Source: an optimization exercise on an open RTL-to-GDS flow (aim: small area, a short achievable clock period and few clock cycles). Production flows keep margins and buffers that such runs may drop. Only simulation tests tie the RTL to the original design; equivalence was not proved. Power is estimated from default activity; no workload was simulated.

==> flow/design.v (outline; a module is shown in full before it is edited, if it fits) <==
// module stokast_dpt: 75 lines
// module stokast_hmul1: 23 lines
// module stokast_hmul2: 23 lines
// module stokast_trik: 26 lines
// module stokast_sine_q: 618 lines
// module stokast_core: 740 lines
// module stokast_unit: 84 lines
// module stokast_tchk: 27 lines
// module stokast_fmod: 16 lines
// module stokast_add3: 13 lines
// module stokast_add: 30 lines
// module stokast_wave_a: 42 lines
// module stokast_wave_b: 23 lines
module stokast_core (
    input  wire        clk,
    input  wire        rst,
    input  wire        cmd_valid,
    output wire        cmd_ready,
    input  wire        cmd_pass,
    input  wire [63:0] cmd_word,
    input  wire [31:0] cmd_now,
    input  wire [79:0] cmd_fate,
    output reg         resp_valid,
    output reg  [3:0]  resp_emit,
    output wire [47:0] resp_dac,
    output reg  [4:0]  resp_mode,
    output reg         resp_fault
);
  // ...
==> flow/flow/run.sh <==
#!/bin/bash
# The standard layout (standard.sh), with ORFS's timing repair asked to leave
# 13.5 ns of setup slack at the design's own clock period and constraints.
set -euo pipefail
bash standard.sh SETUP_SLACK_MARGIN=13.5 finish > standard_flow.log 2>&1
==> flow/standard.sh <==
#!/bin/bash
# synth_recipe.tcl (not shown) runs the flow's synth.tcl, then flattens the netlist and writes it again
# the make line also repeats each setting of config.mk as NAME=value (left out here)
make -C /OpenROAD-flow-scripts/flow DESIGN_CONFIG=/design/flow/config.mk WORK_HOME=/design/flow/orfs CLKGATE_MAP_FILE= SYNTH_SCRIPT=/design/flow/synth_recipe.tcl "${@:-finish}"
==> flow/config.mk <==
export PLATFORM = sky130hd
export DESIGN_NAME = stokast_core
export DESIGN_NICKNAME = stokast_core
export VERILOG_FILES = /design/flow/design.v
export SDC_FILE = /design/flow/constraint.sdc
export NUM_CORES = 4
export LEC_CHECK = 0
export CAP_MARGIN = 20
export CORE_MARGIN = 2
export CORE_UTILIZATION = 60
export SLEW_MARGIN = 20
==> flow/constraint.sdc <==
create_clock -name core_clock -period 20.0 [get_ports {clk}]
set_input_delay 4.0000 -clock core_clock [delete_from_list [all_inputs] [get_ports {clk}]]
set_output_delay 4.0000 -clock core_clock [all_outputs]
set_load 0.01 [all_outputs]
==> results_dict.tcl, run 1 <==
set metrics [dict create \
    maxCapViolations 1 \
    final_common_cell "nand2_1" \
    timing.final.crit_period_ns 7.12 \
    fp.dieArea_um2 243000 \
    post-place-ws_ns 10.43 \
    top_layer_used "met5" \
    so_faults "capacitance limit, slew limit" \
    grt.busiest_layer "met2" \
    status "complete, but fails checks" \
    buffers 806 \
    chipHeight_um 493 \
    synth_fp_nets 18276 \
    tightest_slew_ns 1.58 \
    drt-met1-wl_um 208000 \
    cp.arrival_ns 7.77 \
    die_x_um 493 \
    drive_above_1_share_pct 10.3 \
    ys_seq_area_share_pct 30.9 \
    seq_share_pct 27.6 \
    synth_xor_area_share_pct 5.10 \
    num_tap_cells 3167 \
    hold_end "last_tick_time[15]$_SDFFE_PP0P_" \
    drv_slew 6 \
    postCtsSetupBuffers 132 \
    layout_common_cells "nand2_1 (1903), nor2_1 (1510), edfxtp_1 (1216)" \
    total_power_mw 17.5 \
    pg_comb_mw 9.02 \
    p_seq_mw 4.71 \
    grt_pass1_wl_um 851000 \
    path_max_fanout 5 \
    synth_top_cell_by_area "edfxtp_1" \
]
Testbench counts, summed over its fixed seeds: cycles 70,864.
==> module stokast_core, before the edit <==
module stokast_core (
    input  wire        clk,
    input  wire        rst,
    input  wire        cmd_valid,
    output wire        cmd_ready,
    input  wire        cmd_pass,
    input  wire [63:0] cmd_word,
    input  wire [31:0] cmd_now,
    input  wire [79:0] cmd_fate,
    output reg         resp_valid,
    output reg  [3:0]  resp_emit,
    output wire [47:0] resp_dac,
    output reg  [4:0]  resp_mode,
    output reg         resp_fault
);
    localparam [2:0] K_RUN = 3'd0, K_SEED = 3'd1, K_FATE = 3'd2, K_LENGTH = 3'd3,
                     K_OFFSET = 3'd4, K_LFO = 3'd5, K_STEPS = 3'd6, K_TSYNC = 3'd7;
    localparam [1:0] SYNC_SYNC = 2'd0, SYNC_FREE = 2'd1, SYNC_LOOP = 2'd2;
    localparam [3:0] OP_TICK = 4'd0, OP_RESET = 4'd1, OP_SEED = 4'd2, OP_SEEDCLICK = 4'd3,
                     OP_LENGTH = 4'd4, OP_LENGTHCLICK = 4'd5, OP_OFFSET = 4'd6,
                     OP_OFFSETCLICK = 4'd7, OP_STEPS = 4'd8, OP_STEPSCLICK = 4'd9;
    localparam [31:0] IDLE_TIMEOUT = 32'd5000;
    localparam [2:0] S_IDLE = 3'd0, S_PASS = 3'd1, S_TICK = 3'd2, S_MOD = 3'd3, S_STEPS = 3'd4;
    localparam [1:0] MK_LFO = 2'd0, MK_OFS = 2'd1, MK_SYNC = 2'd2;
    reg [13:0] seed;
    reg [6:0]  plen;
    reg [6:0]  length   [0:3];
    reg [6:0]  steps    [0:3];
    reg [5:0]  offset   [0:3];
    reg [1:0]  sync     [0:3];
    reg [3:0]  lfo_mode [0:3];
    reg [4:0]  mode;
    reg [31:0] tick_count;
    reg [31:0] gph;
    reg [5:0]  tph      [0:3];
    reg        reset_armed;
    reg [31:0] predicted;
    reg [31:0] last_tick_time;
    reg [31:0] last_action;
    reg [11:0] last_out [0:3];
    reg [3:0]  last_ok;
    reg [3:0]  gate_high;
    reg [31:0] rand_idx [0:3];
    reg [5:0]  rand_mod [0:3];    
    reg        regen;
    reg        acted;
    reg        fault;
    reg [3:0]  tph_ok;            
    reg [31:0] base     [0:3];    
    reg [3:0]  dirty;
    assign resp_dac   = {last_out[3], last_out[2], last_out[1], last_out[0]};
    reg [3:0]  pe;                
    reg        cv;
    reg        c_pass;
    reg [63:0] c_word;
    reg        c_pg;        
    reg [31:0] c_now;
    reg [79:0] c_fate;
    reg [2:0]  state;
    reg        up_v;        
    reg  base_rdy;          
    wire pass_done;         
    wire c_pfault = fault || c_pg;
    reg  w2_last;           
    wire consume  = cv && (!c_pass || base_rdy) && ((state == S_IDLE) || pass_done) &&
                    !(c_pass && c_pfault && (pass_done || w2_last));
    assign cmd_ready = !cv || (cv && (state == S_IDLE) && (!c_pass || (base_rdy && !(c_pfault && w2_last))));
    reg [1:0]  otrk;        
    reg [1:0]  mod_kind;
    reg        mod_neg;
    reg [7:0]  step_cnt;
    reg        step_up;
    wire [3:0]  w_opc = c_word[3:0];
    wire [1:0]  w_trk = c_word[5:4];
    wire [31:0] w_pay = c_word[63:32];
    wire signed [8:0] w_d = {w_pay[7], w_pay[7:0]};
    function word_ok(input [63:0] wd);
        reg [3:0] o;
        reg [31:0] y;
        begin
            o = wd[3:0];
            y = wd[63:32];
            word_ok = (o <= 4'd9) && (wd[31:6] == 26'd0);
            if (o <= 4'd5 && wd[5:4] != 2'd0) word_ok = 1'b0;
            if ((o == OP_RESET || o == OP_SEEDCLICK || o == OP_LENGTHCLICK ||
                 o == OP_OFFSETCLICK || o == OP_STEPSCLICK) && y != 32'd0)
                word_ok = 1'b0;
            if ((o == OP_SEED || o == OP_LENGTH || o == OP_OFFSET || o == OP_STEPS) &&
                !((y[31:7] == 25'd0) || (y[31:7] == {25{1'b1}})))
                word_ok = 1'b0;
        end
    endfunction
    reg  c_ok;
    wire w_ok = c_ok;
    wire [2:0] mode_kind = mode[4:2];
    function [6:0] fate_len(input [3:0] sel);
        case (sel)
            4'd0:  fate_len = 7'd2;
            4'd1:  fate_len = 7'd4;
            4'd2:  fate_len = 7'd8;
            4'd3:  fate_len = 7'd16;
            4'd4:  fate_len = 7'd32;
            4'd5:  fate_len = 7'd64;
            4'd6:  fate_len = 7'd3;
            4'd7:  fate_len = 7'd5;
            4'd8:  fate_len = 7'd6;
            4'd9:  fate_len = 7'd7;
            4'd10: fate_len = 7'd12;
            4'd11: fate_len = 7'd24;
            4'd12: fate_len = 7'd2;
            4'd13: fate_len = 7'd4;
            4'd14: fate_len = 7'd8;
            default: fate_len = 7'd16;
        endcase
    endfunction
    reg [6:0] den [0:3];
    reg [3:0] is_loop;
    integer t;
    always @(*) begin
        for (t = 0; t < 4; t = t + 1) begin
            den[t]     = (sync[t] == SYNC_SYNC && plen < length[t]) ? plen : length[t];
            is_loop[t] = (sync[t] == SYNC_LOOP);
        end
    end
    reg        me_busy;
    reg [3:0]  me_nib;      
    reg [5:0]  me_r;
    reg [6:0]  me_den;
    reg [1:0]  me_src;      
    reg [7:0]  me_val;
    wire [31:0] me_word = (me_src == 2'd0) ? gph : (me_src == 2'd1) ? tick_count : {24'd0, me_val};
    wire [1:0]  me_bits = me_word[2*me_nib +: 2];
    reg  [6:0]  me_x;
    reg  [7:0]  me_d;
    reg  [5:0]  me_rn;
    integer ms;
    always @(*) begin
        me_rn = me_r;
        for (ms = 1; ms >= 0; ms = ms - 1) begin
            me_x = {me_rn, me_bits[ms]};
            me_d = {1'b0, me_x} - {1'b0, me_den};
            me_rn = me_d[7] ? me_x[5:0] : me_d[5:0];
        end
    end
    wire        me_last = (me_nib == 4'd0);
    wire [5:0]  me_res  = (mod_neg && me_r != 6'd0) ? (me_den[5:0] - me_r) : me_r;
    wire [6:0] fm_l, fm_o, fm_s;
    stokast_fmod u_fml (.x({2'd0, lfo_mode[w_trk]}), .dd(w_d), .den(7'd12),          .r(fm_l));
    stokast_fmod u_fmo (.x(offset[w_trk]),           .dd(w_d), .den(length[w_trk]),  .r(fm_o));
    stokast_fmod u_fms (.x({4'd0, sync[w_trk]}),     .dd(w_d), .den(7'd3),           .r(fm_s));
    reg [6:0] fm;
    function [3:0] top_nib(input [31:0] x);
        integer i;
        begin
            top_nib = 4'd0;
            for (i = 1; i < 16; i = i + 1)
                if (x[2*i +: 2] != 2'd0) top_nib = i[3:0];
        end
    endfunction
    reg [7:0] so_n, so_l;
    always @(*) begin
        so_n = {1'b0, steps[otrk]};
        so_l = {1'b0, length[otrk]};
        if (step_up) begin
            so_n = so_n + 8'd1;
            if (so_n > so_l) begin
                so_l = so_l + 8'd1;
                so_n = 8'd0;
            end
        end else begin
            if (so_n == 8'd0) begin
                so_l = so_l - 8'd1;
                so_n = so_l;
            end else begin
                so_n = so_n - 8'd1;
            end
        end
        if (so_l < 8'd2)  so_l = 8'd2;
        if (so_l > 8'd64) so_l = 8'd64;
        if (so_n > 8'd64) so_n = 8'd64;
        if (so_n > so_l)  so_n = so_l;
    end
    wire [1:0]  upick = dirty[0] ? 2'd0 : dirty[1] ? 2'd1 : dirty[2] ? 2'd2 : 2'd3;
    wire [31:0] up_dpt_w;
    stokast_dpt u_dpt (.len(length[upick]), .dpt(up_dpt_w));
    reg  [1:0]  up_t;
    reg  [5:0]  up_k;
    reg  [31:0] up_dpt;
    wire [31:0] up_prod = up_dpt * up_k;
    reg  [3:0]  dset;      
    wire [31:0] s_e;
    wire [33:0] s_e1, s_e2;
    wire        s_co;
    stokast_add  #(32) u_se  (.a(c_now), .b(~last_tick_time), .ci(1'b1), .s(s_e), .co(s_co));
    stokast_add3 #(34) u_se1 (.a({2'b0, c_now}), .b({2'b11, ~last_tick_time}), .c({2'b11, ~predicted}),
                              .ci(1'b1), .ci2(1'b1), .s(s_e1));
    stokast_add3 #(34) u_se2 (.a({2'b0, c_now}), .b({2'b11, ~last_tick_time}), .c({1'b1, ~predicted, 1'b1}),
                              .ci(1'b1), .ci2(1'b1), .s(s_e2));
    wire        s_zero = (predicted == 32'd0) || (c_now == last_tick_time);
    wire        s_full = !s_zero && !s_e1[33];
    reg         p_fix;     
    wire        s_idle = (c_now - last_action) >= IDLE_TIMEOUT;
    reg [31:0] pm;         
    reg [33:0] pm1;        
    reg [33:0] pm2;        
    reg [31:0] u_R [0:3];
    reg [31:0] u_P [0:3];
    reg [4:0]  u_J [0:3];    
    reg [5:0]  u_g [0:3];    
    reg [3:0]  u_busy;
    wire [31:0] un_R [0:3];
    wire [31:0] un_P [0:3];
    wire [5:0]  un_g [0:3];
    wire [3:0]  un_b;
    reg  [3:0]  u_b;          
    wire [3:0]  u_fin;        
    wire [3:0]  u_fns;        
    wire [3:0]  un_fin;       
    reg  [3:0]  u_fr;
    assign u_fns = u_fr;
    reg  [3:0]  tri_ok;       
    reg  [3:0]  is_tri;
    always @(*)
        for (t = 0; t < 4; t = t + 1)
            is_tri[t] = (lfo_mode[t] >= 4'd6) && (lfo_mode[t] <= 4'd8);
    assign u_fin = (is_tri & tri_ok) | (~is_tri & u_fns);
    wire [3:0] tel = u_busy & is_tri & ~tri_ok & {u_J[3] < 5'd19, u_J[2] < 5'd19, u_J[1] < 5'd19, u_J[0] < 5'd19};
    reg  [1:0] tptr;
    wire [1:0] tp1 = tptr + 2'd1, tp2 = tptr + 2'd2, tp3 = tptr + 2'd3;
    wire [1:0] tsel = tel[tp1] ? tp1 : tel[tp2] ? tp2 : tel[tp3] ? tp3 : tptr;
    reg  [1:0] tsr;           
    reg        tsv;
    wire       tchk;
    stokast_tchk u_tchk (.md(lfo_mode[tsr]), .P(u_P[tsr]), .J(u_J[tsr]), .ok(tchk));
    genvar gi;
    generate
        for (gi = 0; gi < 4; gi = gi + 1) begin : g_unit
            stokast_unit u_unit (
                .L(length[gi]), .md(lfo_mode[gi]), .R(u_R[gi]), .P(u_P[gi]), .J(u_J[gi]), .g(u_g[gi]), .b(u_b[gi]),
                .pm(pm), .pm1(pm1), .pm2(pm2), .pd(predicted),
                .nR(un_R[gi]), .nP(un_P[gi]), .ng(un_g[gi]), .nb(un_b[gi]), .fin(un_fin[gi]));
        end
    endgenerate
    wire [3:0] rdy = u_busy & u_fin;
    reg        h_busy;
    reg [1:0]  h_ph;        
    reg [2:0]  h_cnt;
    reg [3:0]  gpend;
    wire [1:0] wpick = rdy[0] ? 2'd0 : rdy[1] ? 2'd1 : rdy[2] ? 2'd2 : 2'd3;
    wire       pickv = (rdy != 4'd0);
    assign pass_done = (state == S_PASS) && ((u_busy & ~(pickv ? (4'd1 << wpick) : 4'd0)) == 4'd0) &&
                       (gpend == 4'd0) && (!h_busy || (h_ph == 2'd2 && h_cnt == 3'd0)) && !w2_last;
    reg        w2_v;
    reg [1:0]  w2_t;
    reg [11:0] wa_va;
    reg [10:0] wa_sqb;
    reg [5:0]  wa_sqs;
    reg        wa_sqr;
    reg        wa_q31;
    reg [12:0] wa_dh, wa_a;
    reg [1:0]  wa_kind;
    wire [11:0] wva;
    wire [10:0] wsqb;
    wire [5:0]  wsqs;
    wire        wsqr;
    wire        wq31;
    wire [12:0] wdh, wa;
    stokast_wave_a u_wa (.mode(lfo_mode[wpick]), .phase(u_P[wpick]), .va(wva), .sqb(wsqb), .sqs(wsqs), .sqr(wsqr), .q31(wq31), .dh(wdh), .a(wa));
    wire [11:0] w2_val;
    stokast_wave_b u_wb (.kind(wa_kind), .va(wa_va), .sqb(wa_sqb), .sqs(wa_sqs), .sqr(wa_sqr), .q31(wa_q31), .dh(wa_dh), .a(wa_a), .value(w2_val));
    reg [1:0]  h_t;
    reg [31:0] h_acc;
    reg [31:0] h_x;
    wire [1:0]  hpick = gpend[0] ? 2'd0 : gpend[1] ? 2'd1 : gpend[2] ? 2'd2 : 2'd3;
    wire [31:0] h_m1a, h_m1b, h_m2a, h_m2b;
    stokast_hmul1 u_hm1a (.d(h_x[31:28]), .v(h_m1a));
    stokast_hmul1 u_hm1b (.d(h_x[27:24]), .v(h_m1b));
    stokast_hmul2 u_hm2a (.d(h_x[31:28]), .v(h_m2a));
    stokast_hmul2 u_hm2b (.d(h_x[27:24]), .v(h_m2b));
    wire [31:0] h_ta   = h_ph[1] ? h_m2a : h_m1a;
    wire [31:0] h_tb   = h_ph[1] ? h_m2b : h_m1b;
    wire [31:0] h_sum;
    stokast_add3 #(32) u_hs (.a({h_acc[23:0], 8'd0}), .b({h_ta[27:0], 4'd0}), .c(h_tb), .ci(1'b0), .ci2(1'b0), .s(h_sum));
    wire [6:0]  h_n    = (steps[h_t] != 7'd0) ? steps[h_t] : length[h_t];
    wire [32:0] r_inc  = {1'b0, rand_idx[h_t]} + 33'd1;
    reg signed [15:0] sv;    
    reg [15:0]        sabs;
    reg [3:0]         tslow;
    reg [5:0]         tinc;
    reg [4:0]         ji;
    function [10:0] unit_init(input [6:0] len, input full);
        case (len[6:2])
            5'd0:       unit_init = full ? {5'd31, 6'd1}  : {5'd30, 6'd3  - {4'd0, len[1:0]}};
            5'd1:       unit_init = full ? {5'd30, 6'd3}  : {5'd29, 6'd7  - {3'd0, len[2:0]}};
            5'd2, 5'd3: unit_init = full ? {5'd29, 6'd7}  : {5'd28, 6'd15 - {2'd0, len[3:0]}};
            5'd4, 5'd5, 5'd6, 5'd7:
                        unit_init = full ? {5'd28, 6'd15} : {5'd27, 6'd31 - {1'd0, len[4:0]}};
            5'd16:      unit_init = full ? {5'd26, 6'd63} : {5'd25, 6'd63};
            default:    unit_init = full ? {5'd27, 6'd31} : {5'd26, 6'd63 - len[5:0]};
        endcase
    endfunction
    reg [5:0]         g_i;
    wire tick_slow = |(~tph_ok & ~({4{reset_armed}} & ~is_loop));
    wire [1:0] tpick = tslow[0] ? 2'd0 : tslow[1] ? 2'd1 : tslow[2] ? 2'd2 : 2'd3;
    always @(posedge clk) begin
        if (rst) begin
            seed           <= 14'd0;
            plen           <= 7'd16;
            for (t = 0; t < 4; t = t + 1) begin
                length[t]   <= 7'd16;
                steps[t]    <= 7'd0;
                offset[t]   <= 6'd0;
                sync[t]     <= SYNC_SYNC;
                lfo_mode[t] <= 4'd0;
                tph[t]      <= 6'd0;
                last_out[t] <= 12'd0;
                rand_idx[t] <= 32'd0;
                rand_mod[t] <= 6'd0;
                base[t]     <= 32'd0;
            end
            mode           <= 5'd0;
            tick_count     <= 32'd0;
            gph            <= 32'd0;
            reset_armed    <= 1'b1;
            predicted      <= 32'd0;
            last_tick_time <= 32'd0;
            last_action    <= 32'd0;
            last_ok        <= 4'd0;
            gate_high      <= 4'd0;
            regen          <= 1'b0;
            acted          <= 1'b0;
            fault          <= 1'b0;
            tph_ok         <= 4'hF;
            dirty          <= 4'd0;
            base_rdy       <= 1'b1;
            up_v           <= 1'b0;
            cv             <= 1'b0;
            state          <= S_IDLE;
            otrk           <= 2'd0;
            mod_kind       <= MK_LFO;
            mod_neg        <= 1'b0;
            step_cnt       <= 8'd0;
            step_up        <= 1'b0;
            me_busy        <= 1'b0;
            tslow          <= 4'd0;
            u_busy         <= 4'd0;
            w2_v           <= 1'b0;
            w2_last        <= 1'b0;
            tri_ok         <= 4'd0;
            p_fix          <= 1'b0;
            tptr           <= 2'd0;
            tsv            <= 1'b0;
            tsr            <= 2'd0;
            gpend          <= 4'd0;
            h_busy         <= 1'b0;
            resp_valid     <= 1'b0;
            resp_emit      <= 4'd0;
            resp_mode      <= 5'd0;
            resp_fault     <= 1'b0;
            pe             <= 4'd0;
        end else begin
            resp_valid <= 1'b0;
            dset = 4'd0;
            if (!cmd_ready && consume) cv <= 1'b0;
            if (cmd_ready) begin
                cv     <= cmd_valid;
                c_pass <= cmd_pass;
                c_word <= cmd_word;
                c_ok   <= word_ok(cmd_word);
                c_pg   <= (cmd_word[1:0] == 2'd3) || (cmd_word[3:2] == 2'd3) ||
                          (cmd_word[5:4] == 2'd3) || (cmd_word[7:6] == 2'd3);
                c_now  <= cmd_now;
                c_fate <= cmd_fate;
            end
            for (t = 0; t < 4; t = t + 1) begin
                if (u_J[t] != 5'd0) begin
                    u_fr[t] <= un_fin[t];
                    u_R[t] <= un_R[t];
                    u_P[t] <= un_P[t];
                    u_g[t] <= un_g[t];
                    u_b[t] <= un_b[t];
                    u_J[t] <= u_J[t] - 5'd1;
                end
            end
            if (me_busy) begin
                me_r   <= me_rn;
                me_nib <= me_nib - 4'd1;
                if (me_last) me_busy <= 1'b0;
            end
            case (state)
            S_IDLE: ;
            S_TICK: begin
                if (!me_busy) begin
                    if (tslow == 4'd0) begin
                        state <= S_IDLE;
                    end else begin
                        otrk    <= tpick;
                        me_den  <= den[tpick];
                        me_src  <= is_loop[tpick] ? 2'd1 : 2'd0;
                        me_nib  <= top_nib(is_loop[tpick] ? tick_count : gph);
                        me_r    <= 6'd0;
                        me_busy <= 1'b1;
                        mod_neg <= 1'b0;
                        tslow[tpick] <= 1'b0;
                    end
                end else if (me_last) begin
                    tph[otrk]    <= me_rn;
                    tph_ok[otrk] <= 1'b1;
                    dset[otrk]   = 1'b1;
                end
            end
            S_MOD: begin
                if (!me_busy) begin
                    case (mod_kind)
                        MK_LFO:  lfo_mode[otrk] <= me_res[3:0];
                        MK_SYNC: sync[otrk]     <= me_res[1:0];
                        default: offset[otrk]   <= me_res[5:0];
                    endcase
                    state <= S_IDLE;
                end
            end
            S_STEPS: begin
                if (step_cnt != 8'd0) begin
                    steps[otrk]  <= so_n[6:0];
                    length[otrk] <= so_l[6:0];
                    step_cnt     <= step_cnt - 8'd1;
                    dset[otrk]   = 1'b1;
                end else if ({1'b0, offset[otrk]} < length[otrk]) begin
                    state    <= S_IDLE;
                end else if ({1'b0, offset[otrk]} - length[otrk] < length[otrk]) begin
                    offset[otrk] <= offset[otrk] - length[otrk][5:0];
                    state    <= S_IDLE;
                end else begin
                    mod_kind <= MK_OFS;
                    mod_neg  <= 1'b0;
                    me_den   <= length[otrk];
                    me_val   <= {2'd0, offset[otrk]};
                    me_src   <= 2'd2;
                    me_r     <= 6'd0;
                    me_nib   <= 4'd3;
                    me_busy  <= 1'b1;
                    state    <= S_MOD;
                end
            end
            S_PASS: begin
                tsv <= (tel != 4'd0);
                tsr <= tsel;
                if (tel != 4'd0) tptr <= tsel;
                if (tsv && tchk) tri_ok[tsr] <= 1'b1;
                if (rdy != 4'd0) begin
                    w2_v   <= 1'b1;
                    w2_t   <= wpick;
                    wa_va   <= wva;
                    wa_sqb  <= wsqb;
                    wa_sqs  <= wsqs;
                    wa_sqr  <= wsqr;
                    wa_q31  <= wq31;
                    wa_dh   <= wdh;
                    wa_a    <= wa;
                    wa_kind <= {is_tri[wpick], (lfo_mode[wpick] >= 4'd3) && (lfo_mode[wpick] <= 4'd5)};
                    u_busy[wpick] <= 1'b0;
                end
                if (!h_busy) begin
                    if (gpend != 4'd0) begin
                        h_busy <= 1'b1;
                        h_ph   <= 2'd0;
                        h_cnt  <= 3'd2;
                        h_t    <= hpick;
                        h_acc  <= 32'd0;
                        h_x    <= {2'd0, seed, hpick, rand_mod[hpick], 8'd0};
                        gpend[hpick] <= 1'b0;
                    end
                end else if (h_ph == 2'd0) begin
                    h_x   <= {h_x[23:0], 8'd0};
                    h_acc <= h_sum;
                    h_cnt <= h_cnt - 3'd1;
                    if (h_cnt == 3'd0) h_ph <= 2'd1;
                end else if (h_ph == 2'd1) begin
                    h_x   <= h_acc ^ {15'd0, h_acc[31:15]};
                    h_acc <= 32'd0;
                    h_cnt <= 3'd3;
                    h_ph  <= 2'd2;
                end else begin
                    h_x   <= {h_x[23:0], 8'd0};
                    h_acc <= h_sum;
                    h_cnt <= h_cnt - 3'd1;
                    if (h_cnt == 3'd0) begin
                        h_busy                 <= 1'b0;
                        pe[h_t]                <= 1'b1;
                        last_out[h_t]          <= h_sum[31:20];
                        last_ok[h_t]           <= 1'b1;
                        rand_idx[h_t]          <= r_inc[31:0];
                        rand_mod[h_t]          <= (r_inc[32] ||
                                                   {1'b0, rand_mod[h_t]} + 7'd1 == h_n) ? 6'd0 : rand_mod[h_t] + 6'd1;
                    end
                end
                if (p_fix) begin
                    p_fix  <= 1'b0;
                    pm     <= predicted;
                    pm1    <= 34'd0;
                    pm2    <= -{2'b0, predicted};
                    tri_ok <= 4'd0;
                    for (t = 0; t < 4; t = t + 1) begin
                        {ji, g_i} = unit_init(length[t], 1'b1);
                        u_R[t]  <= 32'd0;
                        u_P[t]  <= base[t];
                        u_J[t]  <= ji;
                        u_g[t]  <= g_i;
                        u_b[t]  <= 1'b1;
                        u_fr[t] <= 1'b0;
                    end
                end
                if (pass_done) begin
                    resp_mode  <= mode;
                    resp_fault <= 1'b0;
                    state      <= S_IDLE;
                    if (pickv) begin
                        w2_last <= 1'b1;
                    end else begin
                        resp_valid <= 1'b1;
                        resp_emit  <= pe | ((w2_v && (!last_ok[w2_t] || last_out[w2_t] != w2_val)) ? (4'd1 << w2_t) : 4'd0)
                                         | ((h_busy && h_ph == 2'd2 && h_cnt == 3'd0) ? (4'd1 << h_t) : 4'd0);
                    end
                end
            end
            default: state <= S_IDLE;
            endcase
            w2_v <= (state == S_PASS) && pickv;
            if (w2_v) begin
                if (!last_ok[w2_t] || last_out[w2_t] != w2_val) begin
                    pe[w2_t]       <= 1'b1;
                    last_out[w2_t] <= w2_val;
                    last_ok[w2_t]  <= 1'b1;
                end
            end
            if (w2_last) begin
                w2_last    <= 1'b0;
                resp_valid <= 1'b1;
                resp_emit  <= pe | ((!last_ok[w2_t] || last_out[w2_t] != w2_val) ? (4'd1 << w2_t) : 4'd0);
                pe         <= 4'd0;
            end
            if (consume) begin
                if (c_pass) begin
                    if (!(pass_done && pickv)) pe <= 4'd0;
                    if (c_pfault) begin
                        fault      <= 1'b1;
                        resp_valid <= 1'b1;
                        resp_fault <= 1'b1;
                        resp_mode  <= mode;
                    end else begin
                        if (regen) begin
                            for (t = 0; t < 4; t = t + 1) begin
                                rand_idx[t] <= 32'd0;
                                rand_mod[t] <= 6'd0;
                            end
                            regen <= 1'b0;
                        end
                        if (acted) begin
                            last_action <= c_now;
                            acted <= 1'b0;
                        end else if (mode != 5'd0 && s_idle) begin
                            mode <= 5'd0;
                        end
                        pm    <= s_e;
                        pm1   <= s_e1;
                        pm2   <= s_e2;
                        p_fix <= s_full;
                        tri_ok <= 4'd0;
                        u_fr   <= {4{s_zero}};
                        for (t = 0; t < 4; t = t + 1) begin
                            u_busy[t] <= (lfo_mode[t] != 4'd0);
                            u_P[t]    <= base[t];
                            u_R[t]    <= s_e;
                            {ji, g_i} = unit_init(length[t], 1'b0);
                            u_J[t] <= s_zero ? 5'd0 : ji;
                            u_g[t] <= g_i;
                            u_b[t] <= ({g_i, 1'b1} >= length[t]);
                        end
                        for (t = 0; t < 4; t = t + 1) begin
                            gpend[t] <= (c_word[2*t +: 2] == 2'd1) && !gate_high[t] && (lfo_mode[t] == 4'd0);
                            if (c_word[2*t +: 2] == 2'd1) gate_high[t] <= 1'b1;
                            if (c_word[2*t +: 2] == 2'd2) gate_high[t] <= 1'b0;
                        end
                        state <= S_PASS;
                    end
                end else if (!fault) begin
                    if (!w_ok) begin
                        fault <= 1'b1;
                    end else begin
                        otrk <= w_trk;
                        case (w_opc)
                        OP_TICK: begin
                            last_tick_time <= c_now;
                            predicted      <= w_pay;
                            tick_count     <= tick_count + 32'd1;
                            if (reset_armed) begin
                                gph <= 32'd0;
                                reset_armed <= 1'b0;
                            end else begin
                                gph <= gph + 32'd1;
                            end
                            for (t = 0; t < 4; t = t + 1) begin
                                tinc = tph[t] + 6'd1;
                                if (reset_armed && !is_loop[t]) begin
                                    tph[t]    <= 6'd0;
                                    tph_ok[t] <= 1'b1;
                                    tslow[t]  <= 1'b0;
                                end else if (tph_ok[t]) begin
                                    tph[t]    <= ({1'b0, tinc} == den[t]) ? 6'd0 : tinc;
                                    tslow[t]  <= 1'b0;
                                end else begin
                                    tslow[t]  <= 1'b1;
                                end
                            end
                            dset  = 4'hF;
                            state <= tick_slow ? S_TICK : S_IDLE;
                        end
                        OP_RESET: reset_armed <= 1'b1;
                        OP_SEED: begin
                            if (mode_kind == K_FATE) begin
                                for (t = 0; t < 4; t = t + 1) begin
                                    length[t] <= fate_len(c_fate[16*t +: 4]);
                                    steps[t]  <= ({1'b0, c_fate[16*t+4 +: 6]} > fate_len(c_fate[16*t +: 4])) ?
                                                 fate_len(c_fate[16*t +: 4]) : {1'b0, c_fate[16*t+4 +: 6]};
                                    offset[t] <= ({1'b0, c_fate[16*t+10 +: 6]} >= fate_len(c_fate[16*t +: 4])) ?
                                                 (fate_len(c_fate[16*t +: 4]) - 7'd1) : c_fate[16*t+10 +: 6];
                                end
                                dset        = 4'hF;
                                tph_ok      <= 4'd0;
                                seed        <= (c_fate[79:64] > 16'd9999) ? 14'd9999 : c_fate[77:64];
                                regen       <= 1'b1;
                                reset_armed <= 1'b1;
                                acted       <= 1'b1;
                            end else begin
                                sv = $signed({2'b0, seed}) + w_d;
                                if (sv >= 0 && sv <= 9999) begin
                                    seed  <= sv[13:0];
                                    regen <= 1'b1;
                                    mode  <= {K_SEED, 2'd0};
                                    acted <= 1'b1;
                                end
                            end
                        end
                        OP_SEEDCLICK: begin
                            mode  <= (mode_kind == K_FATE) ? {K_SEED, 2'd0} : {K_FATE, 2'd0};
                            acted <= 1'b1;
                        end
                        OP_LENGTH: begin
                            sv = $signed({9'b0, plen}) + w_d;
                            if (sv >= 2 && sv <= 64) begin
                                plen   <= sv[6:0];
                                regen  <= 1'b1;
                                mode   <= {K_LENGTH, 2'd0};
                                acted  <= 1'b1;
                                tph_ok <= 4'd0;
                            end
                        end
                        OP_LENGTHCLICK: ;
                        OP_OFFSET: begin
                            if (mode == {K_LFO, w_trk}) begin
                                sv = $signed({12'b0, lfo_mode[w_trk]}) + w_d;
                                mod_kind <= MK_LFO;
                                me_den   <= 7'd12;
                            end else begin
                                sv = $signed({10'b0, offset[w_trk]}) + w_d;
                                mod_kind <= MK_OFS;
                                mode     <= {K_OFFSET, w_trk};
                                me_den   <= length[w_trk];
                            end
                            sabs = sv[15] ? -sv : sv;
                            fm   = (mode == {K_LFO, w_trk}) ? fm_l : fm_o;
                            mod_neg <= sv[15];
                            me_val  <= sabs[7:0];
                            me_src  <= 2'd2;
                            me_r    <= 6'd0;
                            me_nib  <= 4'd3;
                            regen   <= 1'b1;
                            acted   <= 1'b1;
                            if (fm[6]) begin
                                if (mode == {K_LFO, w_trk}) lfo_mode[w_trk] <= fm[3:0];
                                else                        offset[w_trk]   <= fm[5:0];
                            end else begin
                                me_busy <= 1'b1;
                                state   <= S_MOD;
                            end
                        end
                        OP_OFFSETCLICK: begin
                            mode  <= (mode == {K_LFO, w_trk}) ? {K_OFFSET, w_trk} : {K_LFO, w_trk};
                            acted <= 1'b1;
                        end
                        OP_STEPS: begin
                            acted <= 1'b1;
                            tph_ok[w_trk] <= 1'b0;
                            if (mode == {K_TSYNC, w_trk}) begin
                                sv = $signed({14'b0, sync[w_trk]}) + w_d;
                                sabs = sv[15] ? -sv : sv;
                                fm   = fm_s;
                                mod_kind <= MK_SYNC;
                                mod_neg  <= sv[15];
                                me_den   <= 7'd3;
                                me_val   <= sabs[7:0];
                                me_src   <= 2'd2;
                                me_r     <= 6'd0;
                                me_nib   <= 4'd3;
                                if (fm[6]) begin
                                    sync[w_trk] <= fm[1:0];
                                end else begin
                                    me_busy  <= 1'b1;
                                    state    <= S_MOD;
                                end
                            end else begin
                                regen    <= 1'b1;
                                mode     <= {K_STEPS, w_trk};
                                step_up  <= !w_d[8];
                                step_cnt <= w_d[8] ? -w_d[7:0] : w_d[7:0];
                                state    <= S_STEPS;
                            end
                        end
                        OP_STEPSCLICK: begin
                            mode  <= (mode == {K_TSYNC, w_trk}) ? {K_STEPS, w_trk} : {K_TSYNC, w_trk};
                            acted <= 1'b1;
                        end
                        default: ;
                        endcase
                    end
                end
            end
            up_v <= 1'b0;
            if (dirty != 4'd0) begin
                up_v   <= 1'b1;
                up_t   <= upick;
                up_k   <= tph[upick];
                up_dpt <= up_dpt_w;
            end
            if (up_v) base[up_t] <= up_prod;
            dirty <= (dirty & ~((dirty != 4'd0) ? (4'd1 << upick) : 4'd0)) | dset;
            base_rdy <= (dirty == 4'd0) && (dset == 4'd0);
        end
    end
endmodule
==> run 2: changes to the inputs <==
--- a/flow/design.v
+++ b/flow/design.v
@@ -827,8 +827,9 @@
     wire pass_done;         
     wire c_pfault = fault || c_pg;
     reg  w2_last;           
-    wire consume  = cv && (!c_pass || base_rdy) && ((state == S_IDLE) || pass_done) &&
-                    !(c_pass && c_pfault && (pass_done || w2_last));
+    reg  [4:0] pmode;       
+    wire op_safe;           
+    wire consume;           
     assign cmd_ready = !cv || (cv && (state == S_IDLE) && (!c_pass || (base_rdy && !(c_pfault && w2_last))));
     reg [1:0]  otrk;        
     reg [1:0]  mod_kind;
@@ -1015,6 +1016,13 @@
     wire       pickv = (rdy != 4'd0);
     assign pass_done = (state == S_PASS) && ((u_busy & ~(pickv ? (4'd1 << wpick) : 4'd0)) == 4'd0) &&
                        (gpend == 4'd0) && (!h_busy || (h_ph == 2'd2 && h_cnt == 3'd0)) && !w2_last;
+    assign op_safe = fault || !c_ok || (c_word[3:0] == OP_RESET) || (c_word[3:0] == OP_SEEDCLICK) ||
+                    (c_word[3:0] == OP_LENGTH) || (c_word[3:0] == OP_LENGTHCLICK) ||
+                    (c_word[3:0] == OP_OFFSETCLICK) || (c_word[3:0] == OP_STEPSCLICK) ||
+                    ((c_word[3:0] == OP_SEED) && (mode[4:2] != K_FATE) && (gpend == 4'd0) && !h_busy);
+    assign consume = cv && (!c_pass || base_rdy) &&
+                    ((state == S_IDLE) || pass_done || ((state == S_PASS) && !c_pass && op_safe)) &&
+                    !(c_pass && c_pfault && (pass_done || w2_last));
     reg        w2_v;
     reg [1:0]  w2_t;
     reg [11:0] wa_va;
@@ -1178,7 +1186,10 @@
                 if (!me_busy) begin
                     case (mod_kind)
                         MK_LFO:  lfo_mode[otrk] <= me_res[3:0];
-                        MK_SYNC: sync[otrk]     <= me_res[1:0];
+                        MK_SYNC: begin
+                                     sync[otrk]   <= me_res[1:0];
+                                     tph_ok[otrk] <= 1'b0;
+                                 end
                         default: offset[otrk]   <= me_res[5:0];
                     endcase
                     state <= S_IDLE;
@@ -1189,7 +1200,10 @@
                     steps[otrk]  <= so_n[6:0];
                     length[otrk] <= so_l[6:0];
                     step_cnt     <= step_cnt - 8'd1;
-                    dset[otrk]   = 1'b1;
+                    if (so_l[6:0] != length[otrk]) begin
+                        dset[otrk]   = 1'b1;
+                        tph_ok[otrk] <= 1'b0;
+                    end
                 end else if ({1'b0, offset[otrk]} < length[otrk]) begin
                     state    <= S_IDLE;
                 end else if ({1'b0, offset[otrk]} - length[otrk] < length[otrk]) begin
@@ -1276,7 +1290,7 @@
                     end
                 end
                 if (pass_done) begin
-                    resp_mode  <= mode;
+                    resp_mode  <= pmode;
                     resp_fault <= 1'b0;
                     state      <= S_IDLE;
                     if (pickv) begin
@@ -1320,11 +1334,13 @@
                             end
                             regen <= 1'b0;
                         end
+                        pmode <= mode;
                         if (acted) begin
                             last_action <= c_now;
                             acted <= 1'b0;
                         end else if (mode != 5'd0 && s_idle) begin
-                            mode <= 5'd0;
+                            mode  <= 5'd0;
+                            pmode <= 5'd0;
                         end
                         pm    <= s_e;
                         pm1   <= s_e1;
@@ -1417,7 +1433,10 @@
                                 regen  <= 1'b1;
                                 mode   <= {K_LENGTH, 2'd0};
                                 acted  <= 1'b1;
-                                tph_ok <= 4'd0;
+                                for (t = 0; t < 4; t = t + 1)
+                                    if (sync[t] == SYNC_SYNC &&
+                                        den[t] != ((sv[6:0] < length[t]) ? sv[6:0] : length[t]))
+                                        tph_ok[t] <= 1'b0;
                             end
                         end
                         OP_LENGTHCLICK: ;
@@ -1455,7 +1474,6 @@
                         end
                         OP_STEPS: begin
                             acted <= 1'b1;
-                            tph_ok[w_trk] <= 1'b0;
                             if (mode == {K_TSYNC, w_trk}) begin
                                 sv = $signed({14'b0, sync[w_trk]}) + w_d;
                                 sabs = sv[15] ? -sv : sv;
@@ -1469,6 +1487,7 @@
                                 me_nib   <= 4'd3;
                                 if (fm[6]) begin
                                     sync[w_trk] <= fm[1:0];
+                                    if (fm[1:0] != sync[w_trk]) tph_ok[w_trk] <= 1'b0;
                                 end else begin
                                     me_busy  <= 1'b1;
                                     state    <= S_MOD;
==> results_dict.tcl, run 2 <==
set metrics [dict create \
    finalCritPeriodShare_pct 37.3 \
    grt_pass1_wl_um 829000 \
    drv_slew 0 \
    antenna_found_initial 52 \
    start_util_pct 60.2 \
    total_power_mw 17.2 \
    worstSkewPairLatency_ns 0.93 \
    clock_path_buffers 3 \
    routedWlPerCell_um 28.1 \
    synthTopCellsByArea "edfxtp_1 (25%), ha_1 (10%), fa_1 (7.3%)" \
    maxCapViolations 0 \
    routed-via-count 137061 \
    cpPeakStageDelay_ns 0.75 \
    tightest_slew_ns 1.35 \
    skew_ns 0.0952 \
    p_per_area_nw_per_um2 105 \
    grt_use_total_pct 44.1 \
    critPathKind "flip-flop to flip-flop" \
    relSlewSlack_pct 9.89 \
    timing.final.crit_period_ns 7.46 \
    synth_flop_cell "edfxtp_1" \
    drive_above_1_share_pct 9.83 \
    pin_count 240 \
    yosys_warnings 26 \
    core-area_um2 243000 \
    chipHeight_um 497 \
    clkSinkCount 1617 \
    synth_cell_types 123 \
    rows 181 \
    cp-start-kind "flip-flop" \
    layout_common_cells "nand2_1 (1934), nor2_1 (1530), edfxtp_1 (1221)" \
    holdCritPathClass "flip-flop to flip-flop" \
    path_max_fanout 34 \
    seqCellArea_um2 44600 \
    multi_input_area_um2 96400 \
    yosysTopAreaCellShare_pct 25.1 \
    synthArstFlopShare_pct 0 \
    synth_common_cells "nand2_1 (1976), nor2_1 (1562), o21ai_0 (1244)" \
    initialDrtViolationCount 20372 \
    synth_top_cell_by_area "edfxtp_1" \
    grt_pass1_vias 128052 \
    via_per_inst 6.80 \
    io_buffers 239 \
    syn_inst 16735 \
    status "timing/DRC/antenna clean" \
    dr.pass1.iters 17 \
    cts_tree "done" \
    hpwl_um 404000 \
    final_common_cell "nand2_1" \
    fin_hold_ws_ns 0.451 \
    cts_buffers 188 \
    finalSetupViolCount 0 \
    rsz0062_at_grt "yes" \
    grt_max_degree 162 \
    synth_most_common_cell "nand2_1" \
    syn-mean-instance-area_um2 8.72 \
    htreeDepth 4 \
    syn_to_final_growth_pct 11.9 \
    die_x_um 497 \
    worstSetupEndpointType "flip-flop" \
    ant_nets 0 \
    vdd_drop_max_mv 0.0940 \
    cts.clk_slew.worst_paths_ns 0.06 \
    cp.arrival_ns 8.09 \
    hold_violations 0 \
    nNetsFinal 18651 \
    clk_root_buffer_cell "clkbuf_16" \
    final.fill_count 19796 \
    ys_seq_area_share_pct 30.5 \
    p_leak_nw 64.9 \
    grt.overflow.total 0 \
    synth_edf_count 1221 \
    fmax_mhz 134 \
    synth.cell_area_um2 146000 \
    wl_um 566000 \
    synth_fp_nets 18638 \
    synth-seq-cells 1617 \
    gp_congestion 1.06 \
    worstPathRequired_ns 20.63 \
    fp.dieArea_um2 247000 \
    drc 0 \
    setup_tns_ns 0 \
    cp_slowest_cell "o211ai_1" \
]
-- run 2: cell count changes after synthesis, sizes merged, moves of 30 or more --
cell / before / now
a21o: 302 / 352
or3: 72 / 112
nand4: 143 / 109
a211oi: 230 / 196
nand2: 1949 / 1979
mux2i: 190 / 267
o211ai: 205 / 156
ha: 1156 / 1193
a31oi: 167 / 205
buf: 163 / 195
a21oi: 1145 / 1202
-- run 2: through the flow --
stage | instance area, µm² | instances | utilization (%) | setup WS [ns]
CTS | 161000 | 20005 | 66.4 | 12.83
global route | 163000 | 20129 | 67.3 | 12.48
floorplan | 146000 | 16735 | - | 12.60
finish | 163000 | 20163 | 67.4 | 12.54
global placement | 151000 | 19470 | 62.4 | 10.44
detailed placement | 151000 | 19470 | 62.4 | 10.39
-- run 2: final timing paths --
path,start,endpoint,slack [ns],depth (start not counted)
max,lfo_mode[2][3]$_SDFFCE_PN0P_,wa_sqs[2]$_DFFE_PP_,12.54,31
min,last_action[22]$_SDFFE_PP0P_,last_action[22]$_SDFFE_PP0P_,0.45,2
max reg2reg,lfo_mode[2][3]$_SDFFCE_PN0P_,wa_sqs[2]$_DFFE_PP_,12.54,31
min reg2reg,last_action[22]$_SDFFE_PP0P_,last_action[22]$_SDFFE_PP0P_,0.45,2
-- run 2: power by group --
part           internal (mW)  leakage, nW  switching (mW)
Sequential              4.12         15.3           0.578
Combinational           3.56         46.5            5.27
Clock                   2.09         3.17            1.60
Total                   9.77         64.9            7.45
-- run 2: final cells by class --
class	count	share of cell area, %
Clock inverter	99	0.792
Timing Repair Buffer	820	4.73
Sequential cell	1617	27.3
Multi-Input combinational cell	13099	59.0
Inverter	1022	2.39
Tap cell	3202	2.45
Clock buffer	256	3.24
Antenna cell	48	0.0735
-- run 2: metal layers --
metal | part of all wire [%] | GRT usage (%)
met4 | 6.7 | 24.5
met2 | 41 | 63.4
met5 | 0.076 | 0.347
met1 | 38 | 58.3
met3 | 14 | 14.9
-- run 2: repair_timing --
item                                    in CTS  in global routing
hold buffers                                 0                  0
resized for setup                          259                334
gates cloned                                21                 11
pin swaps                                   93                153
endpoints found under the setup margin     511                559
buffers inserted                           159                 97
-- run 2: kinds of logic (layout without fill, tap and decap cells) --
group,after synthesis,in the layout,synth area share (%)
and+or+nand+nor,5400,5411,16.8
AOI/OAI and AO/OA,4605,4605,19.8
buffers and inverters,2031,2197,5.35
adders and majority gates,1724,1724,17.5
DFF,1617,1617,30.5
xor gates and xnor gates,843,843,5.08
muxes,513,514,4.90
other,2,50,0.00514
-- run 2: critical path, delay by kind of cell, from the launching register on --
family,cells,cell delay (ns)
adder cells (fa/ha/maj),5,1.49
AND/OR/NAND/NOR,5,0.77
XOR/XNOR,2,0.29
buffers and inverters,9,1.10
flip-flops,1,0.49
AO/OA/AOI/OAI,10,3.04
Testbench counts of run 2, summed over its fixed seeds: cycles 69,457.
==> run 3: changes to the inputs <==
--- a/flow/config.mk
+++ b/flow/config.mk
@@ -5,7 +5,7 @@
 export SDC_FILE = /design/flow/constraint.sdc
 export NUM_CORES = 4
 export LEC_CHECK = 0
-export CAP_MARGIN = 20
+export CAP_MARGIN = 35
 export CORE_MARGIN = 2
 export CORE_UTILIZATION = 60
-export SLEW_MARGIN = 20
+export SLEW_MARGIN = 35
==> results_dict.tcl, run 3 <==
set metrics [dict create \
    r2r-start "lfo_mode[2][1]$_SDFFCE_PN0P_" \
    gp_congestion 1.06 \
    yosysTopAreaCellShare_pct 25.1 \
    clk_root_buffer_cell "clkbuf_16" \
    p_per_area_nw_per_um2 105 \
    syn-mean-instance-area_um2 8.72 \
    io_buffers 239 \
    syn_to_final_growth_pct 11.8 \
    cts.clk_slew.worst_paths_ns 0.07 \
    critPathKind "flip-flop to flip-flop" \
    synth_edf_count 1221 \
    wl_um 563000 \
    nNetsFinal 18635 \
    regToRegSetupSlack_ns 12.53 \
    maxCapViolations 0 \
    dr.pass1.iters 10 \
    hold_end "last_action[29]$_SDFFE_PP0P_" \
    synth_most_common_cell "nand2_1" \
    synth_common_cells "nand2_1 (1976), nor2_1 (1562), o21ai_0 (1244)" \
    synth_fp_nets 18638 \
    worstSetupEndpointType "flip-flop" \
    skew_ns 0.0973 \
    synthTopCellsByArea "edfxtp_1 (25%), ha_1 (10%), fa_1 (7.3%)" \
    cts_buffers 188 \
    cp.arrival_ns 8.09 \
    clkSinkCount 1617 \
    cp_slowest_cell "o211ai_1" \
    cts_hold_buf 0 \
    htreeDepth 4 \
    synthArstFlopShare_pct 0 \
    synth_cell_types 123 \
    via_per_inst 6.78 \
    chipHeight_um 497 \
    relSlewSlack_pct 14.7 \
    grt_max_degree 162 \
    vdd_drop_max_mv 0.133 \
    initialDrtViolationCount 20151 \
    synth.cell_area_um2 146000 \
    rsz0062_at_grt "yes" \
    finalSetupViolCount 0 \
    path_delay_family "compound AO/OA/AOI/OAI gates" \
    hold_violations 0 \
    place_area_um2 152000 \
    fmax_mhz 134 \
    holdCritPathClass "flip-flop to flip-flop" \
    path_max_fanout 10 \
    drv_slew 0 \
    grt.overflow.total 0 \
    antenna_found_initial 48 \
    cts_tree "done" \
    ant_nets 0 \
    die_x_um 497 \
    routed-via-count 136406 \
    tightest_slew_ns 1.28 \
    fin_hold_ws_ns 0.452 \
    start_util_pct 60.2 \
    drive_above_1_share_pct 9.83 \
    critPathBufInv 6 \
    pin_count 240 \
    core-area_um2 243000 \
    fp.dieArea_um2 247000 \
    hpwl_um 404000 \
    synth-seq-cells 1617 \
    finalCritPeriodShare_pct 37.4 \
    clock_path_buffers 3 \
    p_leak_nw 64.8 \
    status "timing/DRC/antenna clean" \
    ys_seq_area_share_pct 30.5 \
    cpPeakStageDelay_ns 0.76 \
    drc 0 \
    worstPathRequired_ns 20.62 \
    crit_path_start "lfo_mode[2][1]$_SDFFCE_PN0P_" \
    grt_pass1_wl_um 823000 \
    hold_depth 2 \
    r2r-end "wa_sqs[5]$_DFFE_PP_" \
    grt_pass1_vias 126967 \
    setup_tns_ns 0 \
    syn_inst 16735 \
    final_common_cell "nand2_1" \
    post-route-cell-area_um2 163000 \
    yosys_warnings 26 \
    worstSkewPairLatency_ns 0.93 \
    synth_top_cell_by_area "edfxtp_1" \
    routedWlPerCell_um 28.0 \
    reg2reg_depth 32 \
    hold_path_startpoint "last_action[29]$_SDFFE_PP0P_" \
    cp-start-kind "flip-flop" \
    synth_flop_cell "edfxtp_1" \
    crit_cells 32 \
    rows 181 \
    layout_common_cells "nand2_1 (1935), nor2_1 (1525), edfxtp_1 (1221)" \
    grt_use_total_pct 43.8 \
    timing.final.crit_period_ns 7.47 \
]
run 3: cell count changes in the layout (fill, tap and decap cells not counted), moves of 7 or more:
cell,before,now
inv_6,2,10
o21ai_0,1189,1182
diode_2,48,21
o21ai_2,21,14
o21ai_1,50,62
buf_4,470,448
run 3: worst register-to-register path: cells and delay by family (launching register included):
kind	cells	cell delay, ns
AO/OA/AOI/OAI	13	2.96
adder cells (fa/ha/maj)	5	1.59
AND/OR/NAND/NOR	6	1.12
buffers and inverters	6	0.73
flip-flops	1	0.50
XOR/XNOR	2	0.30
run 3: per-layer routing:
layer	global-route usage, %	part of all wire, %	vias up
met5	1.62	0.16	-
met4	22.8	6.5	44
met3	13.3	14	1970
met2	63.5	41	9227
met1	58.7	38	64983
li1	-	-	60182
run 3: metrics by stage:
| stage | power [mW] | setup WS [ns] | utilization [%] | std cells |
|---|---|---|---|---|
| 3_3_place_gp | 12.6 | 10.44 | 62.4 | 19470 |
| 4_1_cts | 16.7 | 12.72 | 66.2 | 19985 |
| 2_1_floorplan | 10.4 | 12.60 | - | 16735 |
| 5_1_grt | 18.1 | 12.38 | 67.3 | 20106 |
| 6_report | 17.2 | 12.53 | 67.3 | 20121 |
| 3_5_place_dp | 12.7 | 10.35 | 62.5 | 19478 |
run 3: cell families after synthesis:
group | synth area share, %
AO/OA/AOI/OAI | 19.8
AND/OR/NAND/NOR | 16.8
flip-flops | 30.5
XOR/XNOR | 5.08
buffers and inverters | 5.35
multiplexers | 4.90
other | 0.00514
adder cells (fa/ha/maj) | 17.5
run 3: timing repair:
action                                  in CTS  in global routing
setup buffers                              133                 95
endpoints found under the setup margin     504                439
cloned                                      18                 14
resized for setup                          200                353
pin swaps                                   54                151
run 3: area by class of cell:
type | instances | area [µm²]
antenna | 21 | 52.6
clock buffer | 255 | 5320
clock inverter | 101 | 1340
fill | 20007 | 79300
inverter | 1022 | 3900
multi-input combinational | 13099 | 96400
sequential | 1617 | 44600
tap | 3202 | 4010
timing repair buffer | 804 | 7580
run 3: worst max-delay path by stage:
stage / end / slack (ns)
after floorplan: wa_sqs[5]$_DFFE_PP_ / 12.60
after global placement: wa_sqs[5]$_DFFE_PP_ / 10.44
after detailed placement: wa_sqs[5]$_DFFE_PP_ / 10.35
after CTS: wa_sqs[5]$_DFFE_PP_ / 12.72
after global routing: wa_sqs[5]$_DFFE_PP_ / 12.38
final: wa_sqs[5]$_DFFE_PP_ / 12.53
run 3: where the power goes:
group / internal, mW / switching (mW)
logic: 3.54 / 5.23
registers: 4.12 / 0.573
clock network: 2.10 / 1.62
total: 9.77 / 7.42
==> module stokast_wave_a, before the edit <==
module stokast_wave_a (
    input  wire [3:0]  mode,
    input  wire [31:0] phase,
    output reg  [11:0] va,
    output wire [10:0] sqb,
    output wire [5:0]  sqs,
    output wire        sqr,
    output wire        q31,
    output wire [12:0] dh,
    output wire [12:0] a
);
    wire [1:0]  add = (mode == 4'd4 || mode == 4'd7 || mode == 4'd10) ? 2'b01 :
                      (mode == 4'd5 || mode == 4'd8 || mode == 4'd11) ? 2'b10 : 2'b00;
    wire [31:0] q = {phase[31:30] + add, phase[29:0]};
    assign q31 = q[31];
    wire [10:0] s_idx = q[30] ? (11'd1024 - {1'b0, q[29:20]}) : {1'b0, q[29:20]};
    wire [9:0]  sqsb;
    stokast_sine_q u_sine (.idx(s_idx), .q_b(sqb), .q_s(sqsb), .q_r(sqr));
    wire [9:0]  sqm = sqsb[9:4] * sqsb[3:0];
    assign sqs = sqm[9:4];
    always @(*) begin
        case (mode)
            4'd1:                va = q[31:20];
            4'd2:                va = ~q[31:20];
            4'd9, 4'd10, 4'd11:  va = q[31] ? 12'd0 : 12'd4095;
            default:             va = 12'd0;
        endcase
    end
    wire [29:0] k;                                            
    wire        k_co;
    stokast_add #(30) u_k (.a({q[18:0], 11'd0}), .b(~{11'd0, q[18:0]}), .ci(1'b1), .s(k), .co(k_co));
    wire        knz = |k[18:0];
    wire        qnz = |q[18:0];
    wire        mid = (q[31:30] == 2'b01) || (q[31:30] == 2'b10);
    wire [12:0] dm, am, ap;
    wire        c_dm, c_am, c_ap;
    stokast_add #(13) u_dm (.a(13'h1000), .b(~q[31:19]), .ci(~qnz), .s(dm), .co(c_dm));         
    stokast_add #(13) u_am (.a(13'd3071), .b(~{2'd0, k[29:19]}), .ci(~knz), .s(am), .co(c_am));  
    stokast_add #(13) u_ap (.a(13'd1024), .b({2'd0, k[29:19]}), .ci(1'b0), .s(ap), .co(c_ap));   
    assign dh = mid ? dm : q[31:19];
    assign a  = (mid && qnz) ? am : ap;
endmodule
==> module stokast_wave_b, before the edit <==
module stokast_wave_b (
    input  wire [1:0]  kind,
    input  wire [11:0] va,
    input  wire [10:0] sqb,
    input  wire [5:0]  sqs,
    input  wire        sqr,
    input  wire        q31,
    input  wire [12:0] dh,
    input  wire [12:0] a,
    output wire [11:0] value
);
    wire [10:0] sq;
    wire [11:0] sng;
    wire [13:0] df;
    wire [11:0] tri_v;
    wire        c1, c2, c3, c4;
    stokast_add #(11) u_sq (.a(sqb), .b({5'd0, sqs}), .ci(sqr), .s(sq), .co(c1));
    stokast_add #(12) u_sn (.a({1'b0, ~sq}), .b(12'd0), .ci(1'b1), .s(sng), .co(c2));               
    wire [11:0] sine_v = q31 ? sng : {1'b1, sq};
    stokast_add #(14) u_df (.a({1'b0, a}), .b(~{dh[12], dh}), .ci(1'b1), .s(df), .co(c3));           
    stokast_add #(12) u_tv (.a({~dh[11], dh[10:0]}), .b({{9{df[13]}}, df[13:11]}), .ci(1'b0), .s(tri_v), .co(c4));
    assign value = kind[1] ? tri_v : kind[0] ? sine_v : va;
endmodule
==> run 4: changes to the inputs <==
--- a/flow/design.v
+++ b/flow/design.v
@@ -1027,14 +1027,14 @@
     reg [1:0]  w2_t;
     reg [11:0] wa_va;
     reg [10:0] wa_sqb;
-    reg [5:0]  wa_sqs;
+    reg [9:0]  wa_sqs;
     reg        wa_sqr;
     reg        wa_q31;
     reg [12:0] wa_dh, wa_a;
     reg [1:0]  wa_kind;
     wire [11:0] wva;
     wire [10:0] wsqb;
-    wire [5:0]  wsqs;
+    wire [9:0]  wsqs;
     wire        wsqr;
     wire        wq31;
     wire [12:0] wdh, wa;
@@ -1697,7 +1697,7 @@
     input  wire [31:0] phase,
     output reg  [11:0] va,
     output wire [10:0] sqb,
-    output wire [5:0]  sqs,
+    output wire [9:0]  sqs,
     output wire        sqr,
     output wire        q31,
     output wire [12:0] dh,
@@ -1708,10 +1708,7 @@
     wire [31:0] q = {phase[31:30] + add, phase[29:0]};
     assign q31 = q[31];
     wire [10:0] s_idx = q[30] ? (11'd1024 - {1'b0, q[29:20]}) : {1'b0, q[29:20]};
-    wire [9:0]  sqsb;
-    stokast_sine_q u_sine (.idx(s_idx), .q_b(sqb), .q_s(sqsb), .q_r(sqr));
-    wire [9:0]  sqm = sqsb[9:4] * sqsb[3:0];
-    assign sqs = sqm[9:4];
+    stokast_sine_q u_sine (.idx(s_idx), .q_b(sqb), .q_s(sqs), .q_r(sqr));
     always @(*) begin
         case (mode)
             4'd1:                va = q[31:20];
@@ -1738,19 +1735,20 @@
     input  wire [1:0]  kind,
     input  wire [11:0] va,
     input  wire [10:0] sqb,
-    input  wire [5:0]  sqs,
+    input  wire [9:0]  sqs,
     input  wire        sqr,
     input  wire        q31,
     input  wire [12:0] dh,
     input  wire [12:0] a,
     output wire [11:0] value
 );
+    wire [9:0]  sqm    = sqs[9:4] * sqs[3:0];
     wire [10:0] sq;
     wire [11:0] sng;
     wire [13:0] df;
     wire [11:0] tri_v;
     wire        c1, c2, c3, c4;
-    stokast_add #(11) u_sq (.a(sqb), .b({5'd0, sqs}), .ci(sqr), .s(sq), .co(c1));
+    stokast_add #(11) u_sq (.a(sqb), .b({5'd0, sqm[9:4]}), .ci(sqr), .s(sq), .co(c1));
     stokast_add #(12) u_sn (.a({1'b0, ~sq}), .b(12'd0), .ci(1'b1), .s(sng), .co(c2));               
     wire [11:0] sine_v = q31 ? sng : {1'b1, sq};
     stokast_add #(14) u_df (.a({1'b0, a}), .b(~{dh[12], dh}), .ci(1'b1), .s(df), .co(c3));           
==> results_dict.tcl, run 4 <==
set metrics [dict create \
    synth_flop_cell "edfxtp_1" \
    total_power_mw 16.6 \
    synth_fa_ha_area_share_pct 17.4 \
    synthTopCellsByArea "edfxtp_1 (25%), ha_1 (10%), fa_1 (7.2%)" \
    vdd_drop_max_mv 0.114 \
    worstSetupEndpointType "flip-flop" \
    fp.dieArea_um2 248000 \
    syn_to_final_growth_pct 10.7 \
    via_per_inst 6.80 \
    final.fill_count 20183 \
    maxCapViolations 0 \
    io_buffers 239 \
    nNetsFinal 18519 \
    timing.final.crit_period_ns 6.91 \
    final_core_util_pct 66.7 \
    grt_max_degree 131 \
    hold_violations 0 \
    synth_most_common_cell "nand2_1" \
    die_x_um 498 \
    grt_util_met1_pct 58.4 \
    tightest_slew_ns 1.17 \
    path_max_fanout 7 \
    p_leak_nw 64.7 \
    chipHeight_um 498 \
    synth_compound_area_share_pct 20.4 \
    cp_slowest_cell "fa_1" \
    skew_ns 0.130 \
    drc 0 \
    grt_use_total_pct 43.3 \
    met2_usage_pct 61.7 \
    synthMuxAreaShare_pct 4.94 \
    synthArstFlopShare_pct 0 \
    comb_power_share_pct 49.1 \
    routedWlPerCell_um 27.9 \
    grt_pass1_wl_um 813000 \
    finalSetupViolCount 0 \
    cp.arrival_ns 7.65 \
    routed-via-count 136080 \
    rsz0062_at_grt "yes" \
    synth_cell_types 120 \
    wl_um 559000 \
    synth-simple-area-share_pct 16.1 \
    cpPeakStageDelay_ns 0.51 \
    grtUsageMet3_pct 13.9 \
    final_common_cell "nand2_1" \
    swShare_pct 42.8 \
    syn-mean-instance-area_um2 8.75 \
    synth_xor_area_share_pct 5.21 \
    ys_seq_area_share_pct 30.6 \
    synth.cell_area_um2 146000 \
    relSlewSlack_pct 21.4 \
    antenna_found_initial 32 \
    clkSinkCount 1621 \
    htreeDepth 4 \
    ant_nets 0 \
    clkPwrFrac_pct 22.7 \
    worstPathRequired_ns 20.74 \
    yosys_warnings 26 \
    worstSkewPairLatency_ns 0.94 \
    layout_common_cells "nand2_1 (1888), nor2_1 (1456), o21ai_0 (1246)" \
    cts_hold_buf 0 \
    synth_edf_count 1225 \
    fmax_mhz 145 \
    clock_path_buffers 3 \
    cts_tree "done" \
    grt.overflow.total 0 \
    hpwl_um 405000 \
    synth-seq-cells 1621 \
    grt_pass1_vias 125110 \
    p_int_mw 9.47 \
    syn_inst 16698 \
    power.switching_mw 7.10 \
    finalCritPeriodShare_pct 34.5 \
    cp-start-kind "flip-flop" \
    cts_buffers 190 \
    synth_top_cell_by_area "edfxtp_1" \
    status "timing/DRC/antenna clean" \
    critPathKind "flip-flop to flip-flop" \
    holdCritPathClass "flip-flop to flip-flop" \
    drive_above_1_share_pct 9.34 \
    rows 181 \
    initialDrtViolationCount 20185 \
    drv_slew 0 \
    start_util_pct 60.2 \
    yosysTopAreaCellShare_pct 25.2 \
    core-area_um2 243000 \
    synth_common_cells "nand2_1 (1912), nor2_1 (1486), o21ai_0 (1295)" \
    clk_root_buffer_cell "clkbuf_16" \
    setup_tns_ns 0 \
    synth_top_family_by_area "compound AO/OA/AOI/OAI gates" \
    pin_count 240 \
    grt.busiest_layer "met2" \
    gp_congestion 1.06 \
    pwr-share-seq_pct 28.2 \
    dr.pass1.iters 12 \
    synth_fp_nets 18594 \
    cts.clk_slew.worst_paths_ns 0.06 \
    p_per_area_nw_per_um2 102 \
]
-- run 4: worst paths after layout --
path,start,endpoint,slack [ns],depth (start not counted)
setup / recovery,wa_sqs[2]$_DFFE_PP_,last_out[0][11]$_DFFE_PP_,13.09,36
hold reg to reg,last_action[23]$_SDFFE_PP0P_,last_action[23]$_SDFFE_PP0P_,0.45,2
hold / removal,last_action[23]$_SDFFE_PP0P_,last_action[23]$_SDFFE_PP0P_,0.45,2
setup reg to reg,wa_sqs[2]$_DFFE_PP_,last_out[0][11]$_DFFE_PP_,13.09,36
-- run 4: power by group through the flow --
stage / logic (mW) / registers [mW] / clock network, mW
6_report: 8.13 / 4.68 / 3.76
5_1_grt: 8.87 / 4.69 / 3.90
4_1_cts: 7.76 / 4.64 / 3.77
3_5_place_dp: 7.64 / 4.71 / 0
3_3_place_gp: 7.52 / 4.71 / 0
2_1_floorplan: 5.71 / 4.42 / 0
-- run 4: repair_timing --
item | 4_1_cts | 5_1_grt
pin swaps | 54 | 44
endpoints found under the hold margin | 0 | 0
cloned | 9 | 12
setup buffers | 56 | 96
resized for setup | 165 | 240
endpoints found under the setup margin | 290 | 301
-- run 4: area by class of cell --
| class | instances | area (µm²) | area share, % |
|---|---|---|---|
| Antenna cell | 24 | 60.1 | 0.0371 |
| Clock buffer | 251 | 5290 | 3.27 |
| Clock inverter | 108 | 1450 | 0.894 |
| Inverter | 1003 | 3790 | 2.34 |
| Multi-Input combinational cell | 13053 | 95700 | 59.1 |
| Sequential cell | 1621 | 44700 | 27.6 |
| Tap cell | 3202 | 4010 | 2.47 |
| Timing Repair Buffer | 754 | 6890 | 4.26 |
-- run 4: cells by family (layout without fill, tap and decap cells) --
| kind of cell | count (synthesis) | count (layout) |
|---|---|---|
| DFF | 1621 | 1621 |
| AOI/OAI and AO/OA | 4755 | 4755 |
| other | 2 | 26 |
| buffers and inverters | 2033 | 2116 |
| adders and majority gates | 1720 | 1720 |
| and+or+nand+nor | 5192 | 5198 |
| xor gates and xnor gates | 864 | 864 |
| muxes | 511 | 514 |
-- run 4: through the flow --
| step | cells | hold slack (ns) | cell area (µm²) | setup WS, ns |
|---|---|---|---|---|
| 6_report | 20016 | 0.453 | 162000 | 13.09 |
| 5_1_grt | 19994 | 0.476 | 162000 | 12.81 |
| 4_1_cts | 19882 | 0.455 | 160000 | 13.38 |
| 3_5_place_dp | 19458 | 0.447 | 152000 | 11.68 |
| 3_3_place_gp | 19452 | 0.441 | 152000 | 11.81 |
| 2_1_floorplan | 16698 | 0.422 | 146000 | 13.09 |
-- run 4: critical path, delay by kind of cell (launching register included) --
kind / cells / cell delay, ns
buf+inv: 6 / 0.65
simple gates: 11 / 1.80
compound gates: 10 / 1.65
flops: 1 / 0.42
xor+xnor: 3 / 0.42
fa+ha+maj: 6 / 1.82
-- run 4: per-layer routing --
layer	part of all wire [%]	vias to the layer above	wire length, µm
met5	0.056	-	313
met4	6.4	34	35900
met3	14	1905	79800
met2	41	9296	229000
met1	38	64816	213000
li1	-	60029	-
Testbench counts of run 4, summed over its fixed seeds: cycles 69,457.

## separate check: timing with driven ports
The flow's constraints put no driver on any port. The routed layouts listed below were extracted and timed again, unchanged, in two steps. Step 1 sets driving cells, clkbuf_16 on the clock port and buf_2 on the other inputs (assumed; they add their load-dependent delay and slew). Step 2 moves the port delays by t, midway between the first and last clock arrival at a register: inputs arrive t later, outputs are due t later. That takes back most of the time a late clock gives input paths. Slacks: ideal ports / drivers / drivers and shift; pairs: ideal ports / drivers.
| run | t, ns | slack for setup (ns) | pins driven straight from the clock port |
|---|---|---|---|
| run 1 | 1.003 | 12.876 / 12.876 / 12.538 | 1 |
| run 2 | 0.994 | 12.540 / 12.540 / 12.540 | 1 |
| run 3 | 0.991 | 12.528 / 12.528 / 12.528 | 1 |
| run 4 | 0.972 | 13.094 / 13.095 / 12.905 | 1 |
The setup slack of run 1, which loses most, moves by 0.000 ns with the drivers and by -0.338 ns with both steps.
